This is an optimization exercise on Yosys and OpenROAD, whose aim is small area, not a production implementation.
Function was checked by simulation only, so behaviour that the tests miss may differ from the original.
No driver is modelled on the clock port, so clocking that relies on it looks cheaper here than on a real chip.

## flow/design.v (module list and top-level ports; edited modules follow where they fit)
// module catc: 827 lines
module catc #(
    parameter [31:0] TIMEOUT_CYCLES = 32'd3000
) (
    input  wire        clk,
    input  wire        rst,
    input  wire        cmd_valid,
    input  wire [39:0] cmd_word,
    output wire        cmd_ready,
    output wire        done,
    output wire [3:0]  result,
    input  wire [3:0]  sts_addr,
    output reg  [31:0] sts_rdata,
    output wire        open_req,
    output wire [31:0] open_speed,
    input  wire        open_done,
    input  wire        open_ok,
    output wire        close_req,
    output wire        tx_start,
    output wire [39:0] tx_data,
    input  wire        tx_done,
    input  wire [2:0]  tx_count,
    input  wire        rx_valid,
    input  wire [7:0]  rx_data
);
  // ...
==> flow/flow/run.sh <==
#!/bin/bash
# Own layout flow: the standard synthesis, then the combinational logic is
# mapped again by ABC with an area-oriented script (registers, and the full/half
# adder cells, are left exactly as the standard synthesis made them), then the
# standard ORFS flow from floorplan to finish, with the port buffers made of
# the smallest buffer cell.
set -euo pipefail
WORK=$(pwd)
FLOWDIR=$WORK/flow
R=$WORK/orfs/results/${FLOW_PLATFORM}/catc/base
LIB=$FLOW_HOME/platforms/${FLOW_PLATFORM}/lib/sky130_fd_sc_hd__tt_025C_1v80.lib
YOSYS=$FLOW_HOME/../tools/install/yosys/bin/yosys
[ -x "$YOSYS" ] || YOSYS=yosys

# 1. standard synthesis
bash standard.sh synth > $WORK/log_1_standard_synth.log 2>&1

# 2. remap the combinational logic
cp $R/1_2_yosys.v $WORK/standard_1_2_yosys.v
python3 $FLOWDIR/libmap.py $LIB $WORK/standard_1_2_yosys.v $WORK/remap_cells.v 'fa_1|ha_1' > $WORK/log_2_libmap.log 2>&1
cat > $WORK/remap.abc <<EOT
strash
&get -n
&deepsyn -T 90
&dch -f
&nf -R 1000
&put
EOT
cat > $WORK/remap.ys <<EOT
read_liberty -lib -ignore_miss_dir -setattr blackbox $LIB
read_verilog $WORK/standard_1_2_yosys.v
hierarchy -top $FLOW_TOP
techmap -map $WORK/remap_cells.v
techmap
opt_expr
opt_clean
abc -script $WORK/remap.abc -liberty $LIB -dont_use *lpflow* -dont_use *probe* -dont_use *fill* -D 30000
setundef -zero
splitnets
opt_clean -purge
hilomap -singleton -hicell sky130_fd_sc_hd__conb_1 HI -locell sky130_fd_sc_hd__conb_1 LO
insbuf -buf sky130_fd_sc_hd__buf_4 A X
opt_clean -purge
check -assert
stat -liberty $LIB
write_verilog -noattr -noexpr -nohex -nodec $WORK/remapped_1_2_yosys.v
EOT
$YOSYS -l $WORK/log_3_remap_yosys.log -q $WORK/remap.ys > /dev/null 2>&1
cp $WORK/remapped_1_2_yosys.v $R/1_2_yosys.v
touch $R/1_2_yosys.v

# 3. the rest of the standard flow, from the remapped netlist; the port
#    buffers are the smallest buffer, and the clock tree is built of
#    clkbuf_4 cells in small clusters, without dummy loads
export BUFFER_PORTS_ARGS="-buffer_cell sky130_fd_sc_hd__buf_1"
export CTS_ARGS="-sink_clustering_enable -repair_clock_nets -dont_use_dummy_load -buf_list sky130_fd_sc_hd__clkbuf_4 -sink_clustering_size 8 -sink_clustering_max_diameter 40"
bash standard.sh finish > $WORK/log_4_standard_finish.log 2>&1
==> flow/flow/libmap.py <==
#!/usr/bin/env python3
# Write a Yosys techmap file that replaces each combinational sky130 cell used in a
# netlist by its liberty function, so ABC can map the logic again.
# usage: libmap.py LIB NETLIST OUT [keep-cell-regex]
import re, sys
lib, net, out = sys.argv[1:4]
keep = re.compile(sys.argv[4]) if len(sys.argv) > 4 else None
used = set(re.findall(r'^\s*(sky130_fd_sc_hd__\w+)\s', open(net).read(), re.M))
text = open(lib).read()
cells = {}
for m in re.finditer(r'\n\s*cell\s*\(\s*"?(\w+)"?\s*\)\s*\{', text):
    name = m.group(1)
    if name not in used: continue
    # find cell body by brace matching
    i = m.end(); depth = 1
    while depth:
        c = text[i]
        if c == '{': depth += 1
        elif c == '}': depth -= 1
        i += 1
    cells[name] = text[m.end():i]
def conv(f):
    f = f.replace('!', '~').replace('+', '|').replace('*', '&')
    # implicit AND by whitespace between operands, e.g. "A B"
    f = re.sub(r'(?<=[\w)])\s+(?=[~\w(])', ' & ', f)
    return f
L = []
for name, body in sorted(cells.items()):
    if re.search(r'\b(ff|latch|statetable)\s*\(', body): continue
    if keep and keep.search(name): continue
    pins = []
    for pm in re.finditer(r'\bpin\s*\(\s*"?(\w+)"?\s*\)\s*\{', body):
        j = pm.end(); depth = 1
        while depth:
            c = body[j]
            if c == '{': depth += 1
            elif c == '}': depth -= 1
            j += 1
        pb = body[pm.end():j]
        d = re.search(r'direction\s*:\s*"?(\w+)"?', pb)
        fn = re.search(r'\bfunction\s*:\s*"([^"]*)"', pb)
        pins.append((pm.group(1), d.group(1) if d else None, fn.group(1) if fn else None))
    outs = [p for p in pins if p[1] == 'output']
    ins = [p for p in pins if p[1] == 'input']
    if not outs or any(o[2] is None for o in outs): continue
    L.append(f"module {name} (" + ", ".join([f"input {p[0]}" for p in ins] + [f"output {p[0]}" for p in outs]) + ");")
    for o in outs:
        L.append(f"  assign {o[0]} = {conv(o[2])};")
    L.append("endmodule")
open(out, 'w').write("\n".join(L) + "\n")
print(f"{len(used)} cell types used, mapped {sum(1 for l in L if l.startswith('module'))}", file=sys.stderr)
==> flow/standard.sh <==
#!/bin/bash
# synth_recipe.tcl (not shown) runs the flow's synth.tcl, then flattens the netlist and writes it again
# the make line also repeats each setting of config.mk as NAME=value (left out here)
make -C /OpenROAD-flow-scripts/flow DESIGN_CONFIG=/design/flow/config.mk WORK_HOME=/design/flow/orfs CLKGATE_MAP_FILE= SYNTH_SCRIPT=/design/flow/synth_recipe.tcl "${@:-finish}"
==> flow/config.mk <==
export PLATFORM = sky130hd
export DESIGN_NAME = catc
export DESIGN_NICKNAME = catc
export VERILOG_FILES = /design/flow/design.v
export SDC_FILE = /design/flow/constraint.sdc
export NUM_CORES = 4
export LEC_CHECK = 0
export ABC_AREA = 1
export CAP_MARGIN = 20
export CORE_MARGIN = 2
export CORE_UTILIZATION = 40
export SLEW_MARGIN = 20
==> flow/constraint.sdc <==
create_clock -name core_clock -period 30.0 [get_ports {clk}]
set_input_delay 6.0000 -clock core_clock [delete_from_list [all_inputs] [get_ports {clk}]]
set_output_delay 6.0000 -clock core_clock [all_outputs]
set_load 0.01 [all_outputs]
==> run_results.csv, run 1 <==
group,metric,value,unit
outcome,status,"complete, no violations",
place,post-place-ws,1.249,ns
cells_and_area,clkCellAreaFrac,1.519,%
clock_tree,cts_max_path_buffers,3,
critical_path,cp.depth,104,
critical_path,worstSetupStartpoint,"cmd_word[39]",
hold_path,hp-class,"register to register",
timing,fin_crit,27.24,ns
synth,synth.cell_area,17930,sq um
critical_path,required,30.54,ns
global_route,grt_use_met1,28.61,%
floorplan,core_area,44220,sq um
critical_path,r2r_slack,25.60,ns
floorplan,dieHeight,215.7,microns
cells_and_area,layout_common_cells,"268 x clkinv_1, 268 x nor2_1, 193 x nand2_1",
critical_path,startpoint_type,"primary input",
cells_and_area,post_layout_nonfiller_instances,3012,
timing,maxSlewViolCount,0,
routing,drt_wl_total,54.88,mm
floorplan,ios,175,
critical_path,worstPathArrival,27.78,ns
clock_tree,clockRootBuffer,"clkbuf_4",
critical_path,r2r-end,"txop[3]$_SDFFE_PP0P_",
global_route,use_met2,41.89,%
timing,whs,0.4117,ns
global_route,grt_pass1_vias,15687,
global_route,grt_pass1_wl,85.59,mm
global_route,top_usage_layer,"met2",
critical_path,slowest_delay,0.50,ns
==> inputs of run 2 (changes only) <==
--- a/flow/design.v
+++ b/flow/design.v
@@ -263,296 +263,274 @@
       reg p129, p130, p131, p132, p133, p134, p135, p136, p137, p138, p139, p140, p141, p142, p143, p144;
       reg p145, p146, p147, p148, p149, p150, p151, p152, p153, p154, p155, p156, p157, p158, p159, p160;
       reg p161, p162, p163, p164, p165, p166, p167, p168, p169, p170, p171, p172, p173, p174, p175, p176;
       reg p177, p178, p179, p180, p181, p182, p183, p184, p185, p186, p187, p188, p189, p190, p191, p192;
       reg p193, p194, p195, p196, p197, p198, p199, p200, p201, p202, p203, p204, p205, p206, p207, p208;
       reg p209, p210, p211, p212, p213, p214, p215, p216, p217, p218, p219, p220, p221, p222, p223, p224;
       reg p225, p226, p227, p228, p229, p230, p231, p232, p233, p234, p235, p236, p237, p238, p239, p240;
       reg p241, p242, p243, p244, p245, p246, p247, p248, p249, p250, p251, p252, p253, p254, p255, p256;
-      reg p257, p258, p259, p260, p261, p262, p263, p264, p265, p266, p267, p268, p269, p270, p271, p272;
-      reg p273, p274, p275, p276;
       begin
-        p1 = b[3] ^ b[6] ^ b[4];
-        p2 = (b[3] & b[6]) | (b[3] & b[4]) | (b[6] & b[4]);
-        p3 = p2 ^ b[7] ^ b[5];
-        p4 = (p2 & b[7]) | (p2 & b[5]) | (b[7] & b[5]);
-        p5 = b[1] ^ b[4];
-        p6 = b[1] & b[4];
-        p7 = b[2] ^ b[5] ^ p6;
-        p8 = (b[2] & b[5]) | (b[2] & p6) | (b[5] & p6);
-        p9 = p1 ^ p8;
-        p10 = p1 & p8;
-        p11 = p3 ^ p10;
-        p12 = p3 & p10;
-        p13 = p4 ^ b[6] ^ p12;
-        p14 = (p4 & b[6]) | (p4 & p12) | (b[6] & p12);
-        p15 = b[7] ^ p14;
-        p16 = b[7] & p14;
-        p17 = b[11] ^ b[14] ^ b[12];
-        p18 = (b[11] & b[14]) | (b[11] & b[12]) | (b[14] & b[12]);
-        p19 = p18 ^ b[15] ^ b[13];
-        p20 = (p18 & b[15]) | (p18 & b[13]) | (b[15] & b[13]);
-        p21 = b[9] ^ b[12];
-        p22 = b[9] & b[12];
-        p23 = b[10] ^ b[13] ^ p22;
-        p24 = (b[10] & b[13]) | (b[10] & p22) | (b[13] & p22);
-        p25 = p17 ^ p24;
-        p26 = p17 & p24;
-        p27 = p19 ^ p26;
-        p28 = p19 & p26;
-        p29 = p20 ^ b[14] ^ p28;
-        p30 = (p20 & b[14]) | (p20 & p28) | (b[14] & p28);
-        p31 = b[15] ^ p30;
-        p32 = b[15] & p30;
-        p33 = b[19] ^ b[22] ^ b[20];
-        p34 = (b[19] & b[22]) | (b[19] & b[20]) | (b[22] & b[20]);
-        p35 = p34 ^ b[23] ^ b[21];
-        p36 = (p34 & b[23]) | (p34 & b[21]) | (b[23] & b[21]);
-        p37 = b[17] ^ b[20];
-        p38 = b[17] & b[20];
-        p39 = b[18] ^ b[21] ^ p38;
-        p40 = (b[18] & b[21]) | (b[18] & p38) | (b[21] & p38);
-        p41 = p33 ^ p40;
-        p42 = p33 & p40;
-        p43 = p35 ^ p42;
-        p44 = p35 & p42;
-        p45 = p36 ^ b[22] ^ p44;
-        p46 = (p36 & b[22]) | (p36 & p44) | (b[22] & p44);
-        p47 = b[23] ^ p46;
-        p48 = b[23] & p46;
-        p49 = b[27] ^ b[30] ^ b[28];
-        p50 = (b[27] & b[30]) | (b[27] & b[28]) | (b[30] & b[28]);
-        p51 = p50 ^ b[31] ^ b[29];
-        p52 = (p50 & b[31]) | (p50 & b[29]) | (b[31] & b[29]);
-        p53 = b[25] ^ b[28];
-        p54 = b[25] & b[28];
-        p55 = b[26] ^ b[29] ^ p54;
-        p56 = (b[26] & b[29]) | (b[26] & p54) | (b[29] & p54);
-        p57 = p49 ^ p56;
-        p58 = p49 & p56;
-        p59 = p51 ^ p58;
-        p60 = p51 & p58;
-        p61 = p52 ^ b[30] ^ p60;
-        p62 = (p52 & b[30]) | (p52 & p60) | (b[30] & p60);
-        p63 = b[31] ^ p62;
-        p64 = b[31] & p62;
-        p65 = p11 ^ p23 ^ b[16];
-        p66 = (p11 & p23) | (p11 & b[16]) | (p23 & b[16]);
-        p67 = p13 ^ p25 ^ ~b[8];
-        p68 = (p13 & p25) | (p13 & ~b[8]) | (p25 & ~b[8]);
-        p69 = p15 ^ p27 ^ ~p21;
-        p70 = (p15 & p27) | (p15 & ~p21) | (p27 & ~p21);
-        p71 = p16 ^ p29 ^ ~p23;
-        p72 = (p16 & p29) | (p16 & ~p23) | (p29 & ~p23);
-        p73 = b[8] ^ p41 ^ p53;
-        p74 = (b[8] & p41) | (b[8] & p53) | (p41 & p53);
-        p75 = p31 ^ ~p25 ^ p21;
-        p76 = (p31 & ~p25) | (p31 & p21) | (~p25 & p21);
-        p77 = p43 ^ ~b[16] ^ p55;
-        p78 = (p43 & ~b[16]) | (p43 & p55) | (~b[16] & p55);
-        p79 = p32 ^ ~p27 ^ p23;
-        p80 = (p32 & ~p27) | (p32 & p23) | (~p27 & p23);
-        p81 = p45 ^ ~p37 ^ p57;
-        p82 = (p45 & ~p37) | (p45 & p57) | (~p37 & p57);
-        p83 = ~p29 ^ p25 ^ p47;
-        p84 = (~p29 & p25) | (~p29 & p47) | (p25 & p47);
-        p85 = ~p39 ^ p59 ^ p53;
-        p86 = (~p39 & p59) | (~p39 & p53) | (p59 & p53);
-        p87 = ~p31 ^ p27 ^ p48;
-        p88 = (~p31 & p27) | (~p31 & p48) | (p27 & p48);
-        p89 = ~p41 ^ b[16] ^ p61;
-        p90 = (~p41 & b[16]) | (~p41 & p61) | (b[16] & p61);
-        p91 = ~p32 ^ p29 ^ ~p43;
-        p92 = (~p32 & p29) | (~p32 & ~p43) | (p29 & ~p43);
-        p93 = p37 ^ p63 ^ p57;
-        p94 = (p37 & p63) | (p37 & p57) | (p63 & p57);
-        p95 = p31 ^ ~p45 ^ p39;
-        p96 = (p31 & ~p45) | (p31 & p39) | (~p45 & p39);
-        p97 = b[16] ^ p64 ^ p59;
-        p98 = (b[16] & p64) | (b[16] & p59) | (p64 & p59);
-        p99 = p32 ^ ~p47 ^ p41;
-        p100 = (p32 & ~p47) | (p32 & p41) | (~p47 & p41);
-        p101 = p37 ^ p61 ^ b[24];
-        p102 = (p37 & p61) | (p37 & b[24]) | (p61 & b[24]);
-        p103 = ~p48 ^ p43 ^ p39;
-        p104 = (~p48 & p43) | (~p48 & p39) | (p43 & p39);
-        p105 = p63 ^ p53 ^ 1'b1;
-        p106 = (p63 & p53) | (p63 & 1'b1) | (p53 & 1'b1);
-        p107 = p45 ^ p41 ^ p64;
-        p108 = (p45 & p41) | (p45 & p64) | (p41 & p64);
-        p109 = p55 ^ ~b[24] ^ 1'b1;
-        p110 = (p55 & ~b[24]) | (p55 & 1'b1) | (~b[24] & 1'b1);
-        p111 = p47 ^ p43 ^ p57;
-        p112 = (p47 & p43) | (p47 & p57) | (p43 & p57);
-        p113 = p48 ^ p45 ^ p59;
-        p114 = (p48 & p45) | (p48 & p59) | (p45 & p59);
-        p115 = p47 ^ p61 ^ ~p57;
-        p116 = (p47 & p61) | (p47 & ~p57) | (p61 & ~p57);
-        p117 = p48 ^ p63 ^ ~p59;
-        p118 = (p48 & p63) | (p48 & ~p59) | (p63 & ~p59);
-        p119 = p64 ^ ~p61 ^ p53;
-        p120 = (p64 & ~p61) | (p64 & p53) | (~p61 & p53);
-        p121 = ~p63 ^ p55 ^ 1'b1;
-        p122 = (~p63 & p55) | (~p63 & 1'b1) | (p55 & 1'b1);
-        p123 = ~p64 ^ p57 ^ 1'b1;
-        p124 = (~p64 & p57) | (~p64 & 1'b1) | (p57 & 1'b1);
-        p125 = p66 ^ p67 ^ p37;
-        p126 = (p66 & p67) | (p66 & p37) | (p67 & p37);
-        p127 = p68 ^ p69 ^ p39;
-        p128 = (p68 & p69) | (p68 & p39) | (p69 & p39);
-        p129 = p70 ^ p71 ^ p73;
-        p130 = (p70 & p71) | (p70 & p73) | (p71 & p73);
-        p131 = p72 ^ p74 ^ p75;
-        p132 = (p72 & p74) | (p72 & p75) | (p74 & p75);
-        p133 = p76 ^ p78 ^ p79;
-        p134 = (p76 & p78) | (p76 & p79) | (p78 & p79);
-        p135 = p80 ^ p82 ^ p83;
-        p136 = (p80 & p82) | (p80 & p83) | (p82 & p83);
-        p137 = p84 ^ p86 ^ p87;
-        p138 = (p84 & p86) | (p84 & p87) | (p86 & p87);
-        p139 = p88 ^ p90 ^ p91;
-        p140 = (p88 & p90) | (p88 & p91) | (p90 & p91);
-        p141 = p92 ^ p94 ^ p95;
-        p142 = (p92 & p94) | (p92 & p95) | (p94 & p95);
-        p143 = p96 ^ p98 ^ p99;
-        p144 = (p96 & p98) | (p96 & p99) | (p98 & p99);
-        p145 = p100 ^ p102 ^ p103;
-        p146 = (p100 & p102) | (p100 & p103) | (p102 & p103);
-        p147 = p104 ^ p106 ^ p107;
-        p148 = (p104 & p106) | (p104 & p107) | (p106 & p107);
-        p149 = p108 ^ p110 ^ p111;
-        p150 = (p108 & p110) | (p108 & p111) | (p110 & p111);
-        p151 = p112 ^ p113 ^ ~p55;
-        p152 = (p112 & p113) | (p112 & ~p55) | (p113 & ~p55);
-        p153 = p114 ^ p115 ^ 1'b1;
-        p154 = (p114 & p115) | (p114 & 1'b1) | (p115 & 1'b1);
-        p155 = p116 ^ p117 ^ b[24];
-        p156 = (p116 & p117) | (p116 & b[24]) | (p117 & b[24]);
-        p157 = p118 ^ p119 ^ 1'b1;
-        p158 = (p118 & p119) | (p118 & 1'b1) | (p119 & 1'b1);
-        p159 = p126 ^ p127 ^ b[24];
-        p160 = (p126 & p127) | (p126 & b[24]) | (p127 & b[24]);
-        p161 = p130 ^ p131 ^ p77;
-        p162 = (p130 & p131) | (p130 & p77) | (p131 & p77);
-        p163 = p132 ^ p133 ^ p81;
-        p164 = (p132 & p133) | (p132 & p81) | (p133 & p81);
-        p165 = p134 ^ p135 ^ p85;
-        p166 = (p134 & p135) | (p134 & p85) | (p135 & p85);
-        p167 = p136 ^ p137 ^ p89;
-        p168 = (p136 & p137) | (p136 & p89) | (p137 & p89);
-        p169 = p138 ^ p139 ^ p93;
-        p170 = (p138 & p139) | (p138 & p93) | (p139 & p93);
-        p171 = p140 ^ p141 ^ p97;
-        p172 = (p140 & p141) | (p140 & p97) | (p141 & p97);
-        p173 = p142 ^ p143 ^ p101;
-        p174 = (p142 & p143) | (p142 & p101) | (p143 & p101);
-        p175 = p144 ^ p145 ^ p105;
-        p176 = (p144 & p145) | (p144 & p105) | (p145 & p105);
-        p177 = p146 ^ p147 ^ p109;
-        p178 = (p146 & p147) | (p146 & p109) | (p147 & p109);
-        p179 = p148 ^ p149 ^ ~p53;
-        p180 = (p148 & p149) | (p148 & ~p53) | (p149 & ~p53);
-        p181 = p150 ^ p151 ^ 1'b1;
-        p182 = (p150 & p151) | (p150 & 1'b1) | (p151 & 1'b1);
-        p183 = p154 ^ p155 ^ 1'b1;
-        p184 = (p154 & p155) | (p154 & 1'b1) | (p155 & 1'b1);
-        p185 = p158 ^ p120 ^ p121;
-        p186 = (p158 & p120) | (p158 & p121) | (p120 & p121);
-        p187 = p160 ^ p128 ^ p129;
-        p188 = (p160 & p128) | (p160 & p129) | (p128 & p129);
-        p189 = p162 ^ p163 ^ b[24];
-        p190 = (p162 & p163) | (p162 & b[24]) | (p163 & b[24]);
-        p191 = p166 ^ p167 ^ p55;
-        p192 = (p166 & p167) | (p166 & p55) | (p167 & p55);
-        p193 = p170 ^ p171 ^ 1'b1;
-        p194 = (p170 & p171) | (p170 & 1'b1) | (p171 & 1'b1);
-        p195 = p172 ^ p173 ^ 1'b1;
-        p196 = (p172 & p173) | (p172 & 1'b1) | (p173 & 1'b1);
-        p197 = p178 ^ p179 ^ 1'b1;
-        p198 = (p178 & p179) | (p178 & 1'b1) | (p179 & 1'b1);
-        p199 = p182 ^ p152 ^ p153;
-        p200 = (p182 & p152) | (p182 & p153) | (p152 & p153);
-        p201 = p184 ^ p156 ^ p157;
-        p202 = (p184 & p156) | (p184 & p157) | (p156 & p157);
-        p203 = p186 ^ p122 ^ p123;
-        p204 = (p186 & p122) | (p186 & p123) | (p122 & p123);
-        p205 = p188 ^ p161 ^ 1'b1;
-        p206 = (p188 & p161) | (p188 & 1'b1) | (p161 & 1'b1);
-        p207 = p190 ^ p164 ^ p165;
-        p208 = (p190 & p164) | (p190 & p165) | (p164 & p165);
-        p209 = p192 ^ p168 ^ p169;
-        p210 = (p192 & p168) | (p192 & p169) | (p168 & p169);
-        p211 = p196 ^ p174 ^ p175;
-        p212 = (p196 & p174) | (p196 & p175) | (p174 & p175);
-        p213 = p198 ^ p180 ^ p181;
-        p214 = (p198 & p180) | (p198 & p181) | (p180 & p181);
-        p215 = p204 ^ p124 ^ p59;
-        p216 = (p204 & p124) | (p204 & p59) | (p124 & p59);
-        p217 = p212 ^ p176 ^ p177;
-        p218 = (p212 & p176) | (p212 & p177) | (p176 & p177);
-        p219 = p216 ^ p61 ^ 1'b1;
-        p220 = (p216 & p61) | (p216 & 1'b1) | (p61 & 1'b1);
-        p221 = p220 ^ p63 ^ 1'b1;
-        p222 = (p220 & p63) | (p220 & 1'b1) | (p63 & 1'b1);
-        p223 = p222 ^ p64 ^ 1'b1;
-        p224 = (p222 & p64) | (p222 & 1'b1) | (p64 & 1'b1);
-        p225 = p7 ^ b[8];
-        p226 = p7 & b[8];
-        p227 = p9 ^ p21 ^ p226;
-        p228 = (p9 & p21) | (p9 & p226) | (p21 & p226);
-        p229 = p65 ^ p228;
-        p230 = p65 & p228;
-        p231 = p125 ^ 1'b1 ^ p230;
-        p232 = (p125 & 1'b1) | (p125 & p230) | (1'b1 & p230);
-        p233 = p159 ^ p232;
-        p234 = p159 & p232;
-        p235 = p187 ^ p234;
-        p236 = p187 & p234;
-        p237 = p205 ^ p236;
-        p238 = p205 & p236;
-        p239 = p206 ^ p189 ^ p238;
-        p240 = (p206 & p189) | (p206 & p238) | (p189 & p238);
-        p241 = p207 ^ p240;
-        p242 = p207 & p240;
-        p243 = p208 ^ p191 ^ p242;
-        p244 = (p208 & p191) | (p208 & p242) | (p191 & p242);
-        p245 = p209 ^ p244;
-        p246 = p209 & p244;
-        p247 = p210 ^ p193 ^ p246;
-        p248 = (p210 & p193) | (p210 & p246) | (p193 & p246);
-        p249 = p194 ^ p195 ^ p248;
-        p250 = (p194 & p195) | (p194 & p248) | (p195 & p248);
-        p251 = p211 ^ p250;
-        p252 = p211 & p250;
-        p253 = p217 ^ p252;
-        p254 = p217 & p252;
-        p255 = p218 ^ p197 ^ p254;
-        p256 = (p218 & p197) | (p218 & p254) | (p197 & p254);
-        p257 = p213 ^ p256;
-        p258 = p213 & p256;
-        p259 = p214 ^ p199 ^ p258;
-        p260 = (p214 & p199) | (p214 & p258) | (p199 & p258);
-        p261 = p200 ^ p183 ^ p260;
-        p262 = (p200 & p183) | (p200 & p260) | (p183 & p260);
-        p263 = p201 ^ p262;
-        p264 = p201 & p262;
-        p265 = p202 ^ p185 ^ p264;
-        p266 = (p202 & p185) | (p202 & p264) | (p185 & p264);
-        p267 = p203 ^ p266;
-        p268 = p203 & p266;
-        p269 = p215 ^ p268;
-        p270 = p215 & p268;
-        p271 = p219 ^ p270;
-        p272 = p219 & p270;
-        p273 = p221 ^ p272;
-        p274 = p221 & p272;
-        p275 = p223 ^ p274;
-        p276 = p223 & p274;
-        dec_freq = {p275, p273, p271, p269, p267, p265, p263, p261, p259, p257, p255, p253, p251, p249, p247, p245, p243, p241, p239, p237, p235, p233, p231, p229, p227, p225, p5, b[0]};
+        p1 = b[2] ^ b[5] ^ b[8];
+        p2 = (b[2] & b[5]) | (b[2] & b[8]) | (b[5] & b[8]);
+        p3 = b[3] ^ b[6] ^ b[4];
+        p4 = (b[3] & b[6]) | (b[3] & b[4]) | (b[6] & b[4]);
+        p5 = b[7] ^ b[5] ^ b[10];
+        p6 = (b[7] & b[5]) | (b[7] & b[10]) | (b[5] & b[10]);
+        p7 = b[6] ^ b[11] ^ ~b[8];
+        p8 = (b[6] & b[11]) | (b[6] & ~b[8]) | (b[11] & ~b[8]);
+        p9 = p2 ^ p3 ^ b[9];
+        p10 = (p2 & p3) | (p2 & b[9]) | (p3 & b[9]);
+        p11 = p6 ^ p7 ^ 1'b1;
+        p12 = (p6 & p7) | (p6 & 1'b1) | (p7 & 1'b1);
+        p13 = p8 ^ b[7] ^ ~b[9];
+        p14 = (p8 & b[7]) | (p8 & ~b[9]) | (b[7] & ~b[9]);
+        p15 = p10 ^ p4 ^ p5;
+        p16 = (p10 & p4) | (p10 & p5) | (p4 & p5);
+        p17 = p14 ^ ~b[10] ^ b[8];
+        p18 = (p14 & ~b[10]) | (p14 & b[8]) | (~b[10] & b[8]);
+        p19 = p18 ^ ~b[11] ^ b[9];
+        p20 = (p18 & ~b[11]) | (p18 & b[9]) | (~b[11] & b[9]);
+        p21 = p20 ^ b[10] ^ 1'b1;
+        p22 = (p20 & b[10]) | (p20 & 1'b1) | (b[10] & 1'b1);
+        p23 = p22 ^ b[11] ^ 1'b1;
+        p24 = (p22 & b[11]) | (p22 & 1'b1) | (b[11] & 1'b1);
+        p25 = b[1] ^ b[4];
+        p26 = b[1] & b[4];
+        p27 = p1 ^ p26;
+        p28 = p1 & p26;
+        p29 = p9 ^ p28;
+        p30 = p9 & p28;
+        p31 = p15 ^ p30;
+        p32 = p15 & p30;
+        p33 = p16 ^ p11 ^ p32;
+        p34 = (p16 & p11) | (p16 & p32) | (p11 & p32);
+        p35 = p12 ^ p13 ^ p34;
+        p36 = (p12 & p13) | (p12 & p34) | (p13 & p34);
+        p37 = p17 ^ p36;
+        p38 = p17 & p36;
+        p39 = p19 ^ p38;
+        p40 = p19 & p38;
+        p41 = p21 ^ p40;
+        p42 = p21 & p40;
+        p43 = p23 ^ p42;
+        p44 = p23 & p42;
+        p45 = b[14] ^ b[17] ^ b[20];
+        p46 = (b[14] & b[17]) | (b[14] & b[20]) | (b[17] & b[20]);
+        p47 = b[15] ^ b[18] ^ b[16];
+        p48 = (b[15] & b[18]) | (b[15] & b[16]) | (b[18] & b[16]);
+        p49 = b[19] ^ b[17] ^ b[22];
+        p50 = (b[19] & b[17]) | (b[19] & b[22]) | (b[17] & b[22]);
+        p51 = b[18] ^ b[23] ^ ~b[20];
+        p52 = (b[18] & b[23]) | (b[18] & ~b[20]) | (b[23] & ~b[20]);
+        p53 = p46 ^ p47 ^ b[21];
+        p54 = (p46 & p47) | (p46 & b[21]) | (p47 & b[21]);
+        p55 = p50 ^ p51 ^ 1'b1;
+        p56 = (p50 & p51) | (p50 & 1'b1) | (p51 & 1'b1);
+        p57 = p52 ^ b[19] ^ ~b[21];
+        p58 = (p52 & b[19]) | (p52 & ~b[21]) | (b[19] & ~b[21]);
+        p59 = p54 ^ p48 ^ p49;
+        p60 = (p54 & p48) | (p54 & p49) | (p48 & p49);
+        p61 = p58 ^ ~b[22] ^ b[20];
+        p62 = (p58 & ~b[22]) | (p58 & b[20]) | (~b[22] & b[20]);
+        p63 = p62 ^ ~b[23] ^ b[21];
+        p64 = (p62 & ~b[23]) | (p62 & b[21]) | (~b[23] & b[21]);
+        p65 = p64 ^ b[22] ^ 1'b1;
+        p66 = (p64 & b[22]) | (p64 & 1'b1) | (b[22] & 1'b1);
+        p67 = p66 ^ b[23] ^ 1'b1;
+        p68 = (p66 & b[23]) | (p66 & 1'b1) | (b[23] & 1'b1);
+        p69 = b[13] ^ b[16];
+        p70 = b[13] & b[16];
+        p71 = p45 ^ p70;
+        p72 = p45 & p70;
+        p73 = p53 ^ p72;
+        p74 = p53 & p72;
+        p75 = p59 ^ p74;
+        p76 = p59 & p74;
+        p77 = p60 ^ p55 ^ p76;
+        p78 = (p60 & p55) | (p60 & p76) | (p55 & p76);
+        p79 = p56 ^ p57 ^ p78;
+        p80 = (p56 & p57) | (p56 & p78) | (p57 & p78);
+        p81 = p61 ^ p80;
+        p82 = p61 & p80;
+        p83 = p63 ^ p82;
+        p84 = p63 & p82;
+        p85 = p65 ^ p84;
+        p86 = p65 & p84;
+        p87 = p67 ^ p86;
+        p88 = p67 & p86;
+        p89 = b[27] ^ b[30] ^ b[28];
+        p90 = (b[27] & b[30]) | (b[27] & b[28]) | (b[30] & b[28]);
+        p91 = p90 ^ b[31] ^ b[29];
+        p92 = (p90 & b[31]) | (p90 & b[29]) | (b[31] & b[29]);
+        p93 = b[25] ^ b[28];
+        p94 = b[25] & b[28];
+        p95 = b[26] ^ b[29] ^ p94;
+        p96 = (b[26] & b[29]) | (b[26] & p94) | (b[29] & p94);
+        p97 = p89 ^ p96;
+        p98 = p89 & p96;
+        p99 = p91 ^ p98;
+        p100 = p91 & p98;
+        p101 = p92 ^ b[30] ^ p100;
+        p102 = (p92 & b[30]) | (p92 & p100) | (b[30] & p100);
+        p103 = b[31] ^ p102;
+        p104 = b[31] & p102;
+        p105 = p33 ^ p71 ^ ~b[12];
+        p106 = (p33 & p71) | (p33 & ~b[12]) | (p71 & ~b[12]);
+        p107 = p35 ^ p73 ^ ~p69;
+        p108 = (p35 & p73) | (p35 & ~p69) | (p73 & ~p69);
+        p109 = p37 ^ p75 ^ ~p71;
+        p110 = (p37 & p75) | (p37 & ~p71) | (p75 & ~p71);
+        p111 = p39 ^ p77 ^ ~p73;
+        p112 = (p39 & p77) | (p39 & ~p73) | (p77 & ~p73);
+        p113 = p41 ^ p79 ^ ~p75;
+        p114 = (p41 & p79) | (p41 & ~p75) | (p79 & ~p75);
+        p115 = p43 ^ p81 ^ ~p77;
+        p116 = (p43 & p81) | (p43 & ~p77) | (p81 & ~p77);
+        p117 = b[12] ^ p99 ^ p93;
+        p118 = (b[12] & p99) | (b[12] & p93) | (p99 & p93);
+        p119 = p83 ^ ~p79 ^ p69;
+        p120 = (p83 & ~p79) | (p83 & p69) | (~p79 & p69);
+        p121 = p85 ^ ~p81 ^ p71;
+        p122 = (p85 & ~p81) | (p85 & p71) | (~p81 & p71);
+        p123 = p87 ^ ~p83 ^ p73;
+        p124 = (p87 & ~p83) | (p87 & p73) | (~p83 & p73);
+        p125 = ~p85 ^ p75 ^ p101;
+        p126 = (~p85 & p75) | (~p85 & p101) | (p75 & p101);
+        p127 = ~p87 ^ p77 ^ p103;
+        p128 = (~p87 & p77) | (~p87 & p103) | (p77 & p103);
+        p129 = p79 ^ p104 ^ p95;
+        p130 = (p79 & p104) | (p79 & p95) | (p104 & p95);
+        p131 = p81 ^ p97 ^ ~p93;
+        p132 = (p81 & p97) | (p81 & ~p93) | (p97 & ~p93);
+        p133 = p83 ^ p99 ^ ~p95;
+        p134 = (p83 & p99) | (p83 & ~p95) | (p99 & ~p95);
+        p135 = p85 ^ p101 ^ ~p97;
+        p136 = (p85 & p101) | (p85 & ~p97) | (p101 & ~p97);
+        p137 = p87 ^ p103 ^ ~p99;
+        p138 = (p87 & p103) | (p87 & ~p99) | (p103 & ~p99);
+        p139 = p104 ^ ~p101 ^ p93;
+        p140 = (p104 & ~p101) | (p104 & p93) | (~p101 & p93);
+        p141 = p106 ^ p107 ^ b[24];
+        p142 = (p106 & p107) | (p106 & b[24]) | (p107 & b[24]);
+        p143 = p108 ^ p109 ^ p93;
+        p144 = (p108 & p109) | (p108 & p93) | (p109 & p93);
+        p145 = p110 ^ p111 ^ p95;
+        p146 = (p110 & p111) | (p110 & p95) | (p111 & p95);
+        p147 = p112 ^ p113 ^ p97;
+        p148 = (p112 & p113) | (p112 & p97) | (p113 & p97);
+        p149 = p114 ^ p115 ^ p117;
+        p150 = (p114 & p115) | (p114 & p117) | (p115 & p117);
+        p151 = p116 ^ p118 ^ p119;
+        p152 = (p116 & p118) | (p116 & p119) | (p118 & p119);
+        p153 = p120 ^ p121 ^ p103;
+        p154 = (p120 & p121) | (p120 & p103) | (p121 & p103);
+        p155 = p122 ^ p123 ^ p104;
+        p156 = (p122 & p123) | (p122 & p104) | (p123 & p104);
+        p157 = p124 ^ p125 ^ b[24];
+        p158 = (p124 & p125) | (p124 & b[24]) | (p125 & b[24]);
+        p159 = p126 ^ p127 ^ p93;
+        p160 = (p126 & p127) | (p126 & p93) | (p127 & p93);
+        p161 = p128 ^ p129 ^ ~b[24];
+        p162 = (p128 & p129) | (p128 & ~b[24]) | (p129 & ~b[24]);
+        p163 = p136 ^ p137 ^ b[24];
+        p164 = (p136 & p137) | (p136 & b[24]) | (p137 & b[24]);
+        p165 = p140 ^ ~p103 ^ p95;
+        p166 = (p140 & ~p103) | (p140 & p95) | (~p103 & p95);
+        p167 = p146 ^ p147 ^ b[24];
+        p168 = (p146 & p147) | (p146 & b[24]) | (p147 & b[24]);
+        p169 = p150 ^ p151 ^ p101;
+        p170 = (p150 & p151) | (p150 & p101) | (p151 & p101);
+        p171 = p152 ^ p153 ^ p97;
+        p172 = (p152 & p153) | (p152 & p97) | (p153 & p97);
+        p173 = p154 ^ p155 ^ p99;
+        p174 = (p154 & p155) | (p154 & p99) | (p155 & p99);
+        p175 = p162 ^ p130 ^ p131;
+        p176 = (p162 & p130) | (p162 & p131) | (p130 & p131);
+        p177 = p164 ^ p138 ^ p139;
+        p178 = (p164 & p138) | (p164 & p139) | (p138 & p139);
+        p179 = p166 ^ ~p104 ^ p97;
+        p180 = (p166 & ~p104) | (p166 & p97) | (~p104 & p97);
+        p181 = p168 ^ p148 ^ p149;
+        p182 = (p168 & p148) | (p168 & p149) | (p148 & p149);
+        p183 = p174 ^ p156 ^ p157;
+        p184 = (p174 & p156) | (p174 & p157) | (p156 & p157);
+        p185 = p176 ^ p132 ^ p133;
+        p186 = (p176 & p132) | (p176 & p133) | (p132 & p133);
+        p187 = p180 ^ p99 ^ 1'b1;
+        p188 = (p180 & p99) | (p180 & 1'b1) | (p99 & 1'b1);
+        p189 = p182 ^ p169 ^ p95;
+        p190 = (p182 & p169) | (p182 & p95) | (p169 & p95);
+        p191 = p184 ^ p158 ^ p159;
+        p192 = (p184 & p158) | (p184 & p159) | (p158 & p159);
+        p193 = p186 ^ p134 ^ p135;
+        p194 = (p186 & p134) | (p186 & p135) | (p134 & p135);
+        p195 = p188 ^ p101 ^ 1'b1;
+        p196 = (p188 & p101) | (p188 & 1'b1) | (p101 & 1'b1);
+        p197 = p190 ^ p170 ^ p171;
+        p198 = (p190 & p170) | (p190 & p171) | (p170 & p171);
+        p199 = p192 ^ p160 ^ p161;
+        p200 = (p192 & p160) | (p192 & p161) | (p160 & p161);
+        p201 = p196 ^ p103 ^ 1'b1;
+        p202 = (p196 & p103) | (p196 & 1'b1) | (p103 & 1'b1);
+        p203 = p198 ^ p172 ^ p173;
+        p204 = (p198 & p172) | (p198 & p173) | (p172 & p173);
+        p205 = p202 ^ p104 ^ 1'b1;
+        p206 = (p202 & p104) | (p202 & 1'b1) | (p104 & 1'b1);
+        p207 = p29 ^ b[12];
+        p208 = p29 & b[12];
+        p209 = p31 ^ p69 ^ p208;
+        p210 = (p31 & p69) | (p31 & p208) | (p69 & p208);
+        p211 = p105 ^ 1'b1 ^ p210;
+        p212 = (p105 & 1'b1) | (p105 & p210) | (1'b1 & p210);
+        p213 = p141 ^ p212;
+        p214 = p141 & p212;
+        p215 = p142 ^ p143 ^ p214;
+        p216 = (p142 & p143) | (p142 & p214) | (p143 & p214);
+        p217 = p144 ^ p145 ^ p216;
+        p218 = (p144 & p145) | (p144 & p216) | (p145 & p216);
+        p219 = p167 ^ p218;
+        p220 = p167 & p218;
+        p221 = p181 ^ p220;
+        p222 = p181 & p220;
+        p223 = p189 ^ p222;
+        p224 = p189 & p222;
+        p225 = p197 ^ p224;
+        p226 = p197 & p224;
+        p227 = p203 ^ p226;
+        p228 = p203 & p226;
+        p229 = p204 ^ p183 ^ p228;
+        p230 = (p204 & p183) | (p204 & p228) | (p183 & p228);
+        p231 = p191 ^ p230;
+        p232 = p191 & p230;
+        p233 = p199 ^ p232;
+        p234 = p199 & p232;
+        p235 = p200 ^ p175 ^ p234;
+        p236 = (p200 & p175) | (p200 & p234) | (p175 & p234);
+        p237 = p185 ^ p236;
+        p238 = p185 & p236;
+        p239 = p193 ^ p238;
+        p240 = p193 & p238;
+        p241 = p194 ^ p163 ^ p240;
+        p242 = (p194 & p163) | (p194 & p240) | (p163 & p240);
+        p243 = p177 ^ p242;
+        p244 = p177 & p242;
+        p245 = p178 ^ p165 ^ p244;
+        p246 = (p178 & p165) | (p178 & p244) | (p165 & p244);
+        p247 = p179 ^ p246;
+        p248 = p179 & p246;
+        p249 = p187 ^ p248;
+        p250 = p187 & p248;
+        p251 = p195 ^ p250;
+        p252 = p195 & p250;
+        p253 = p201 ^ p252;
+        p254 = p201 & p252;
+        p255 = p205 ^ p254;
+        p256 = p205 & p254;
+        dec_freq = {p255, p253, p251, p249, p247, p245, p243, p241, p239, p237, p235, p233, p231, p229, p227, p225, p223, p221, p219, p217, p215, p213, p211, p209, p207, p27, p25, b[0]};
       end
     endfunction
     reg [2:0]  seq_state;
     reg        unresp;
     reg        first_q;
     reg [3:0]  result_r;
     reg [7:0]  last_hop;
     reg [1:0]  kind;
==> flow/flow/run.sh (replaced) <==
#!/bin/bash
# Own layout flow: the standard synthesis; then the combinational logic is
# mapped again by ABC with an area-oriented script (registers and full adder
# cells are left as the standard synthesis made them, after choosing each full
# adder's polarity to need fewer inverters); then the standard ORFS flow from
# floorplan to finish, with the port buffers made of the smallest buffer and a
# clock tree of small buffers (a tree of the default buffers if the small one
# leaves a flip-flop clock pin slow).
set -euo pipefail
WORK=$(pwd)
FLOWDIR=$WORK/flow
R=$WORK/orfs/results/${FLOW_PLATFORM}/catc/base
LIB=$FLOW_HOME/platforms/${FLOW_PLATFORM}/lib/sky130_fd_sc_hd__tt_025C_1v80.lib
YOSYS=$FLOW_HOME/../tools/install/yosys/bin/yosys
[ -x "$YOSYS" ] || YOSYS=yosys

# 1. standard synthesis
bash standard.sh synth > $WORK/log_1_standard_synth.log 2>&1

# 2. full adder polarity, then remap the combinational logic
cp $R/1_2_yosys.v $WORK/standard_1_2_yosys.v
python3 $FLOWDIR/fapol.py $WORK/standard_1_2_yosys.v $WORK/fapol_1_2_yosys.v > $WORK/log_2_fapol.log 2>&1
python3 $FLOWDIR/libmap.py $LIB $WORK/fapol_1_2_yosys.v $WORK/remap_cells.v 'fa_1' > $WORK/log_3_libmap.log 2>&1
cat > $WORK/remap.abc <<EOT
strash
&get -n
&deepsyn -T 90
&dch -f
&nf -R 1000
&put
EOT
cat > $WORK/remap.ys <<EOT
read_liberty -lib -ignore_miss_dir -setattr blackbox $LIB
read_verilog $WORK/fapol_1_2_yosys.v
hierarchy -top $FLOW_TOP
techmap -map $WORK/remap_cells.v
techmap
opt_expr
opt_clean
abc -script $WORK/remap.abc -liberty $LIB -dont_use *lpflow* -dont_use *probe* -dont_use *fill* -D 30000
setundef -zero
splitnets
opt_clean -purge
hilomap -singleton -hicell sky130_fd_sc_hd__conb_1 HI -locell sky130_fd_sc_hd__conb_1 LO
insbuf -buf sky130_fd_sc_hd__buf_4 A X
opt_clean -purge
check -assert
stat -liberty $LIB
write_verilog -noattr -noexpr -nohex -nodec $WORK/remapped_1_2_yosys.v
EOT
$YOSYS -l $WORK/log_4_remap_yosys.log -q $WORK/remap.ys > /dev/null 2>&1
cp $WORK/remapped_1_2_yosys.v $R/1_2_yosys.v
touch $R/1_2_yosys.v

# 3. the standard flow from the remapped netlist, to the clock tree; the port
#    buffers are the smallest buffer, the clock tree is built of clkbuf_4 cells
#    without dummy loads
export BUFFER_PORTS_ARGS="-buffer_cell sky130_fd_sc_hd__buf_1"
export CTS_ARGS="-sink_clustering_enable -repair_clock_nets -dont_use_dummy_load -buf_list sky130_fd_sc_hd__clkbuf_4"
bash standard.sh cts > $WORK/log_5_standard_cts.log 2>&1
CTS_ODB=$R/4_cts.odb CTS_SDC=$R/4_cts.sdc openroad -no_init -exit $FLOWDIR/clkslew.tcl > $WORK/log_6_clkslew.log 2>&1 || true
slew=$(sed -n 's/^CLKSLEW //p' $WORK/log_6_clkslew.log | tail -1)
if [ -z "$slew" ] || python3 -c "import sys; sys.exit(0 if float('$slew') > 0.100 else 1)"; then
  # clock pins too slow (or not measured): build the tree of the default buffers again
  echo "clock slew '$slew': redoing the clock tree with the default buffers" >> $WORK/log_6_clkslew.log
  rm -f $R/4_1_cts.odb $R/4_cts.odb $R/4_cts.sdc
  export CTS_ARGS="-sink_clustering_enable -repair_clock_nets -dont_use_dummy_load"
  bash standard.sh cts > $WORK/log_7_standard_cts_again.log 2>&1
fi

# 4. the rest of the standard flow
bash standard.sh finish > $WORK/log_8_standard_finish.log 2>&1
==> flow/flow/clkslew.tcl (new file) <==
# prints the largest flip-flop clock-pin slew (ns) of the clock tree just built
set p $::env(FLOW_HOME)/platforms/$::env(FLOW_PLATFORM)
read_lef $p/lef/sky130_fd_sc_hd.tlef
read_lef $p/lef/sky130_fd_sc_hd_merged.lef
read_liberty $p/lib/sky130_fd_sc_hd__tt_025C_1v80.lib
read_db $::env(CTS_ODB)
read_sdc $::env(CTS_SDC)
source $p/setRC.tcl
estimate_parasitics -placement
set mx 0
foreach pin [get_pins -hierarchical */CLK] {
  set s [get_property $pin slew_max]
  if {$s > $mx} { set mx $s }
}
puts "CLKSLEW $mx"
==> flow/flow/fapol.py (new file) <==
#!/usr/bin/env python3
# Choose the polarity of each full adder cell (sky130 fa_1) so that fewer
# inverters are needed between full adders and registers. A full adder is
# self-dual: FA(~a, ~b, ~c) = (~cout, ~sum), so an adder may take all three
# inputs complemented if both its outputs are complemented. Flipped adders get
# their complemented inputs from the inverters already in the netlist where they
# exist and from new inverters otherwise, and new inverters restore their outputs;
# ABC, which maps all logic but the adders and registers afterwards, removes the
# inverter pairs. The function of the netlist does not change.
# usage: fapol.py IN.v OUT.v
import re, sys
src = open(sys.argv[1]).read()
cell_re = re.compile(r'(sky130_fd_sc_hd__\w+)\s+(\S+)\s*\((.*?)\);', re.S)
pin_re = re.compile(r'\.(\w+)\(([^()]*)\)')
cells = []
for m in cell_re.finditer(src):
    typ, name, conns = m.group(1), m.group(2), m.group(3)
    pins = {p: n.strip() for p, n in pin_re.findall(conns)}
    cells.append({'typ': typ, 'name': name, 'pins': pins, 'span': m.span()})
OUTP = {'X', 'Y', 'Q', 'Q_N', 'SUM', 'COUT', 'HI', 'LO'}
drv = {}
for i, c in enumerate(cells):
    for p, n in c['pins'].items():
        if p in OUTP: drv[n] = (i, p)
def is_inv(t): return re.search(r'__(clk)?inv_\d+$', t) is not None
def is_buf(t): return re.search(r'__(clk)?buf_\d+$', t) is not None
def is_fa(t): return t.endswith('__fa_1')
def is_ff(t): return 'df' in t.split('__')[-1]
def resolve(n):
    """base net and inversion parity through inverter/buffer chains"""
    par = 0
    seen = 0
    while n in drv and seen < 50:
        i, p = drv[n]; t = cells[i]['typ']
        if is_inv(t): par ^= 1; n = cells[i]['pins']['A']
        elif is_buf(t): n = cells[i]['pins']['A']
        else: break
        seen += 1
    return n, par
fas = [i for i, c in enumerate(cells) if is_fa(c['typ'])]
faidx = {i: k for k, i in enumerate(fas)}
edges = []
for i in fas:
    for p in ('A', 'B', 'CIN'):
        n = cells[i]['pins'].get(p)
        if n is None: continue
        b, par = resolve(n)
        if b in drv:
            j, q = drv[b]; t = cells[j]['typ']
            if is_fa(t): edges.append((faidx[j], faidx[i], par))
            elif is_ff(t): edges.append((None, faidx[i], par))
        elif not re.match(r"\d+'", b):
            edges.append((None, faidx[i], par))   # module input
# register D pins fed (through inverters) by adder outputs
for j, c in enumerate(cells):
    if is_ff(c['typ']):
        for p, n in c['pins'].items():
            if p in OUTP or p in ('CLK',): continue
            b, par = resolve(n)
            if b in drv and is_fa(cells[drv[b][0]]['typ']):
                edges.append((faidx[drv[b][0]], None, par))
N = len(fas); f = [0] * N
adj = [[] for _ in range(N)]
for k, (u, v, par) in enumerate(edges):
    if u is not None: adj[u].append(k)
    if v is not None and v != u: adj[v].append(k)
def ecost(k):
    u, v, par = edges[k]
    return par ^ (f[u] if u is not None else 0) ^ (f[v] if v is not None else 0)
def gain(x):
    return sum(1 - 2 * ecost(k) for k in adj[x])
before = sum(ecost(k) for k in range(len(edges)))
improved = True; it = 0
while improved and it < 100:
    improved = False; it += 1
    for x in range(N):
        if gain(x) < 0:
            f[x] ^= 1; improved = True
after = sum(ecost(k) for k in range(len(edges)))
# emit
out = []; last = 0; extra = []; cnt = 0
invout = {}   # net -> existing inverter input (complement available)
for i, c in enumerate(cells):
    if is_inv(c['typ']): invout[c['pins']['Y']] = c['pins']['A']
newwires = []
def esc(n): return n + ' ' if n.startswith('\\') else n
def comp(n):
    global cnt
    if n in invout: return invout[n]
    cnt += 1; w = f'fapol_n{cnt}'; newwires.append(w)
    extra.append(f'  sky130_fd_sc_hd__inv_1 fapol_i{cnt} (.A({esc(n)}), .Y({w}));')
    invout[w] = n
    return w
for x in range(N):
    if not f[x]: continue
    i = fas[x]; c = cells[i]
    pins = dict(c['pins'])
    for p in ('A', 'B', 'CIN'):
        pins[p] = comp(pins[p])
    for p in ('SUM', 'COUT'):
        if p in pins:
            cnt += 1; w = f'fapol_n{cnt}'; newwires.append(w)
            extra.append(f'  sky130_fd_sc_hd__inv_1 fapol_i{cnt} (.A({w}), .Y({esc(pins[p])}));')
            pins[p] = w
    c['new'] = f"{c['typ']} {c['name']} (" + ", ".join(f".{p}({esc(n)})" for p, n in pins.items()) + ");"
for c in cells:
    if 'new' in c:
        s, e = c['span']; out.append(src[last:s]); out.append(c['new']); last = e
out.append(src[last:])
res = "".join(out)
k = res.rindex('endmodule')
decl = "".join(f"  wire {w};\n" for w in newwires)
res = res[:k] + decl + "\n".join(extra) + "\n" + res[k:]
open(sys.argv[2], 'w').write(res)
print(f"full adders {N}, flipped {sum(f)}, costly inversions {before} -> {after}", file=sys.stderr)
==> run 2 against run 1 <==
  * Still clean on timing, DRC and antenna
  * Area after synthesis fell by 4.7%
  * Sequential share of layout area up 1.1 points
  * Cell count decreased by 3.6%
  * Via count shrank 0.79%
  * Register-to-register slack improved by 0.42 ns
  * Highest routed layer unchanged
==> run_results.csv, run 2 <==
group,metric,value,unit
outcome,status,"complete, no violations",
cells_and_area,layout_common_cells,"274 x nand2_1, 260 x nor2_1, 179 x a21oi_1",
clock_tree,cts_buffers,54,
synth,ys_warn_count,1,
critical_path,required,30.39,ns
cells_and_area,final_common_cell,"nand2_1",
routing,drc_errors,0,
critical_path,worstPathArrival,27.42,ns
global_route,grt_pass1_vias,15647,
cells_and_area,final_cell_area,18970,sq um
timing,maxSlewViolCount,0,
critical_path,critPathMaxFanout,7,
timing,tns,0,ns
cells_and_area,ff_latch_area,5325,sq um
routing,ant_nets,0,
cells_and_area,flow.area_growth_from_synthesis,11.06,%
place,dpl.hpwl,43.63,mm
timing,tightest_slew,1.179,ns
cells_and_area,largestRegisters,"fm_raw (40), rxbuf (40)",
routing,drt-wirelength-per-cell,18.62,microns
clock_tree,clockRootBuffer,"clkbuf_4",
timing,finalCritPeriodShare,90.10,%
synth,synthCells,2120,
timing,fin_crit,27.03,ns
timing,fin_worst_skew,0.1407,ns
cells_and_area,drive_gt1_share,3.432,%
clock_tree,clkTransAtPathRegs,0.06,ns
timing,relSlewSlack,21.12,%
timing,setup_violations,0,
floorplan,core_area,42040,sq um
routing,num_vias,16511,
critical_path,startpoint_type,"primary input",
global_route,grt-ovfl-total,0,
routing,vias_per_cell,5.688,
cells_and_area,utilization,45.12,%
timing,hold_viol,0,
cells_and_area,n_fill_cell,4186,
cells_and_area,multi_input_area,11230,sq um
synth,syn_nets,2262,
clock_tree,cts-hold-fix-buffers,0,
timing,setup_ws,2.969,ns
global_route,track_usage,24.11,%
timing,rsz0062_at_grt,"false",
routing,drt_wl_total,54.06,mm
critical_path,slowest_stage,"o21ai_0",
critical_path,slowest_delay,0.58,ns
place,io_buffers,174,
clock_tree,cts-htree-levels,2,
job,maxCapViolCount,0,
clock_tree,cts_max_path_buffers,3,
critical_path,crit_top_cell,"nor2_1",
floorplan,dieHeight,210.6,microns
floorplan,start_util,40.62,%
global_route,grt_max_degree,63,
routing,initialDrtViolationCount,1403,
floorplan,ios,175,
place,placedCellCount,2845,
timing,whs,0.4248,ns
routing,dr.pass1.iters,6,
floorplan,die_area,44360,sq um
place,post-place-ws,0.6059,ns
cells_and_area,final_nets,2504,
cells_and_area,post_layout_nonfiller_instances,2903,
clock_tree,cts_setup_buffers,0,
synth,syn_avg_cell_area,8.055,sq um
global_route,antenna_found_initial,5,
critical_path,critical_path_class,"primary input to register",
critical_path,cp_top_family,"compound AO/OA/AOI/OAI gates",
clock_tree,clk_latency,0.74,ns
floorplan,die_w,210.6,microns
floorplan,rows,75,
global_route,grt_pass1_wl,84.26,mm
synth,synth.cell_area,17080,sq um
critical_path,crit_path_end_kind,"register",
timing,fmax,0.03699,GHz
place,gp_congestion,0.9417,
critical_path,crit_buf_inv,9,
place,place_area,18530,sq um
clock_tree,cts_tree,"done",
hold_path,hp-class,"register to register",
clock_tree,clkSinkCount,206,
[run 2: cell types whose count changed in the layout (fill, tap and decap cells not counted), moves of 22 or more]
| cell | change |
|---|---|
| ha_1 | -58 |
| clkinv_1 | -119 |
| nand2_1 | +81 |
| and2_0 | +22 |
| a22oi_1 | -23 |
[run 2: timing repair]
| item | 4_1_cts | 5_1_grt |
|---|---|---|
| gates resized for setup | 0 | 19 |
| endpoints found under the setup margin | 0 | 26 |
| endpoints found under the hold margin | 0 | 0 |
[run 2: per-layer routing]
layer  wire [microns]  up-vias  global-route usage (%)
met2            26130      548                   42.28
met1            22210     7795                   29.20
met5               13        -                       0
li1                 -     8053                       -
met3             3391      113                   3.806
met4             2319        2                   10.68
[run 2: path summary, 6_finish.rpt]
kind         cells past startpoint  slack, ns                    to                       from
max reg2reg                     11      26.02  txop[3]$_SDFFE_PP0P_  seq_state[0]$_SDFFE_PP0P_
min reg2reg                      1       0.42     tmr[1]$_SDFF_PP1_          tmr[0]$_SDFF_PP1_
max                            106       2.97    txhi[18]$_DFFE_PP_               cmd_word[36]
min                              1       0.42     tmr[1]$_SDFF_PP1_          tmr[0]$_SDFF_PP1_
[run 2: layout make-up]
cell class | count | area share (%)
flip-flops and latches | 206 | 28.08
clock buffers | 54 | 2.137
diodes | 4 | 0.05277
repair buffers | 188 | 4.004
inverters | 149 | 2.949
multi-input cells | 1763 | 59.23
well taps | 539 | 3.556
==> inputs of run 3 (changes only) <==
--- a/flow/flow/run.sh
+++ b/flow/flow/run.sh
@@ -43,5 +43,5 @@
 opt_clean -purge
 hilomap -singleton -hicell sky130_fd_sc_hd__conb_1 HI -locell sky130_fd_sc_hd__conb_1 LO
-insbuf -buf sky130_fd_sc_hd__buf_4 A X
+insbuf -buf sky130_fd_sc_hd__buf_1 A X
 opt_clean -purge
 check -assert
--- a/flow/config.mk
+++ b/flow/config.mk
@@ -9,4 +9,4 @@
 export CAP_MARGIN = 20
 export CORE_MARGIN = 2
-export CORE_UTILIZATION = 40
+export CORE_UTILIZATION = 60
 export SLEW_MARGIN = 20
==> run 3 against run 2 <==
  * Fmax down 2.0%
  * Critical path depth is 6 higher
  * Hold slack lost 0.035 ns
  * Utilization grew 22 points
  * Flip-flop and latch count did not move
  * Critical endpoint is now txhi[25]$_DFFE_PP_
  * Highest routed layer unchanged
==> run_results.csv, run 3 <==
group,metric,value,unit
floorplan,core_area,27930,sq um
floorplan,die_area,29810,sq um
timing,fmax,0.03624,GHz
cells_and_area,final_common_cell,"nand2_1",
global_route,grt-ovfl-total,0,
timing,setup_ws,2.404,ns
timing,fin_worst_skew,0.1268,ns
global_route,track_usage,34.24,%
clock_tree,cts-htree-levels,2,
floorplan,dieHeight,172.7,microns
hold_path,hold_depth,0,
timing,setup_violations,0,
place,dpl.hpwl,41.75,mm
clock_tree,cts_tree,"done",
synth,ys_warn_count,1,
routing,vias_per_cell,6.128,
critical_path,r2r_slack,25.89,ns
floorplan,start_util,61.11,%
critical_path,crit_buf_inv,8,
timing,tightest_slew,1.015,ns
floorplan,ios,175,
floorplan,die_w,172.7,microns
critical_path,slowest_stage,"nor2_1",
place,gp_congestion,0.9249,
routing,initialDrtViolationCount,1528,
critical_path,slowest_delay,0.41,ns
critical_path,cp_top_family,"simple AND/OR/NAND/NOR gates",
global_route,grt_pass1_wl,82.30,mm
cells_and_area,final_nets,2505,
critical_path,critPathMaxFanout,7,
critical_path,worstPathArrival,27.96,ns
hold_path,hp-start,"rxbuf[10]$_DFFE_PP_",
clock_tree,clk_latency,0.74,ns
job,maxCapViolCount,0,
floorplan,rows,61,
timing,fin_crit,27.60,ns
synth,synthCells,2120,
clock_tree,ctsResizeCount,0,
cells_and_area,n_fill_cell,2514,
routing,drc_errors,0,
cells_and_area,flow.area_growth_from_synthesis,9.998,%
routing,drt_wl_total,52.21,mm
timing,relSlewSlack,30.58,%
critical_path,critical_path_class,"primary input to register",
timing,hold_viol,0,
clock_tree,clkSinkCount,206,
hold_path,hp-class,"register to register",
clock_tree,clockRootBuffer,"clkbuf_4",
synth,syn_nets,2262,
critical_path,crit_top_cell,"nand2_1",
routing,ant_nets,0,
clock_tree,clkTransAtPathRegs,0.06,ns
timing,maxSlewViolCount,0,
place,io_buffers,174,
critical_path,r2r-end,"txop[3]$_SDFFE_PP0P_",
cells_and_area,drive_gt1_share,3.600,%
critical_path,crit_path_end_kind,"register",
critical_path,reg2reg_depth,11,
cells_and_area,largestRegisters,"fm_raw (40), rxbuf (40)",
synth,syn_avg_cell_area,8.052,sq um
routing,drt-wirelength-per-cell,19.05,microns
clock_tree,cts_max_path_buffers,3,
clock_tree,cts-hold-fix-buffers,0,
global_route,grt_pass1_vias,16044,
global_route,antenna_found_initial,4,
clock_tree,cts_buffers,54,
hold_path,hold_end,"fm_raw[10]$_DFFE_PP_",
outcome,status,"complete, no violations",
cells_and_area,post_layout_nonfiller_instances,2741,
timing,finalCritPeriodShare,91.99,%
critical_path,rr_startpoint,"seq_state[0]$_SDFFE_PP0P_",
clock_tree,cts_setup_buffers,0,
critical_path,startpoint_type,"primary input",
synth,synth.cell_area,17070,sq um
place,placedCellCount,2685,
critical_path,required,30.36,ns
routing,num_vias,16798,
cells_and_area,layout_common_cells,"274 x nand2_1, 259 x nor2_1, 178 x a21oi_1",
routing,dr.pass1.iters,6,
place,post-place-ws,0.3968,ns
global_route,grt_max_degree,62,
run 3: how the worst max path moves through the flow:
stage	end	start	depth (start not counted)	slack (ns)
6_report	txhi[25]$_DFFE_PP_	cmd_word[36]	112	2.40
3_3_place_gp	txhi[25]$_DFFE_PP_	cmd_word[36]	111	2.05
4_1_cts	txhi[25]$_DFFE_PP_	cmd_word[36]	111	0.94
5_1_grt	txhi[26]$_DFFE_PP_	cmd_word[36]	113	-0.02
3_5_place_dp	txhi[25]$_DFFE_PP_	cmd_word[36]	111	0.40
2_1_floorplan	txhi[25]$_DFFE_PP_	cmd_word[36]	110	4.07
run 3: per-stage QoR:
stage | utilization (%) | TNS (ns) | hold WS [ns] | cell area (sq um)
floorplan | - | 0 | 0.4105 | 17070
global placement | 65.61 | 0 | 0.4172 | 18330
detailed placement | 65.61 | 0 | 0.4302 | 18330
CTS | 67.06 | 0 | 0.3904 | 18730
global route | 67.21 | -0.01883 | 0.4253 | 18770
finish | 67.22 | 0 | 0.3901 | 18780
run 3: layout make-up:
| cell class | instances | area, sq um | area share [%] |
|---|---|---|---|
| inverters | 149 | 559.3 | 2.979 |
| well taps | 378 | 473.0 | 2.519 |
| flip-flops and latches | 206 | 5325 | 28.36 |
| diodes | 2 | 5.005 | 0.02665 |
| multi-input cells | 1763 | 11240 | 59.87 |
| clock buffers | 54 | 405.4 | 2.159 |
| repair buffers | 189 | 767.0 | 4.085 |
run 3: worst register-to-register path, delay by kind of cell, from the launching register on:
kind            cells  cell delay (ns)
simple gates        7             2.13
compound gates      3             0.95
flops               1             0.57
mux                 1             0.26
run 3: layer usage:
| metal | part of all wire (%) | GRT usage, % |
|---|---|---|
| met1 | 40 | 41.75 |
| met2 | 48 | 60.06 |
| met3 | 7.7 | 6.135 |
| met4 | 4.1 | 13.95 |
| met5 | 0.052 | 0 |

==> static timing again, ports no longer ideal <==
In the flow no input, the clock included, has a driving cell. The finished layouts below were timed again as built, in two steps. Step 1, drivers: a clkbuf_16 drives clk and a buf_2 each remaining input, both assumed. Step 2 times the ports against the registers' clock, not the clock port: input delays grow and output delays shrink by t, the midpoint of the rising clock arrivals with the driver on. a / b / c = ideal ports / drivers / drivers and shift; a / b = the first two.
run | t, ns | setup slack, ns | worst hold slack (ns) | worst setup path at the end
run 1 | 0.737 | 2.761 / 2.783 / 2.046 | 0.412 / 0.412 / 0.412 | input to register
run 2 | 0.719 | 2.969 / 2.976 / 2.257 | 0.425 / 0.425 / 0.425 | input to register
run 3 | 0.716 | 2.404 / 2.422 / 1.707 | 0.390 / 0.390 / 0.390 | input to register
After both steps setup and hold are still met in every run listed. The setup slack of run 1, which loses most, moves by +0.022 ns with the drivers and by -0.715 ns with both steps.
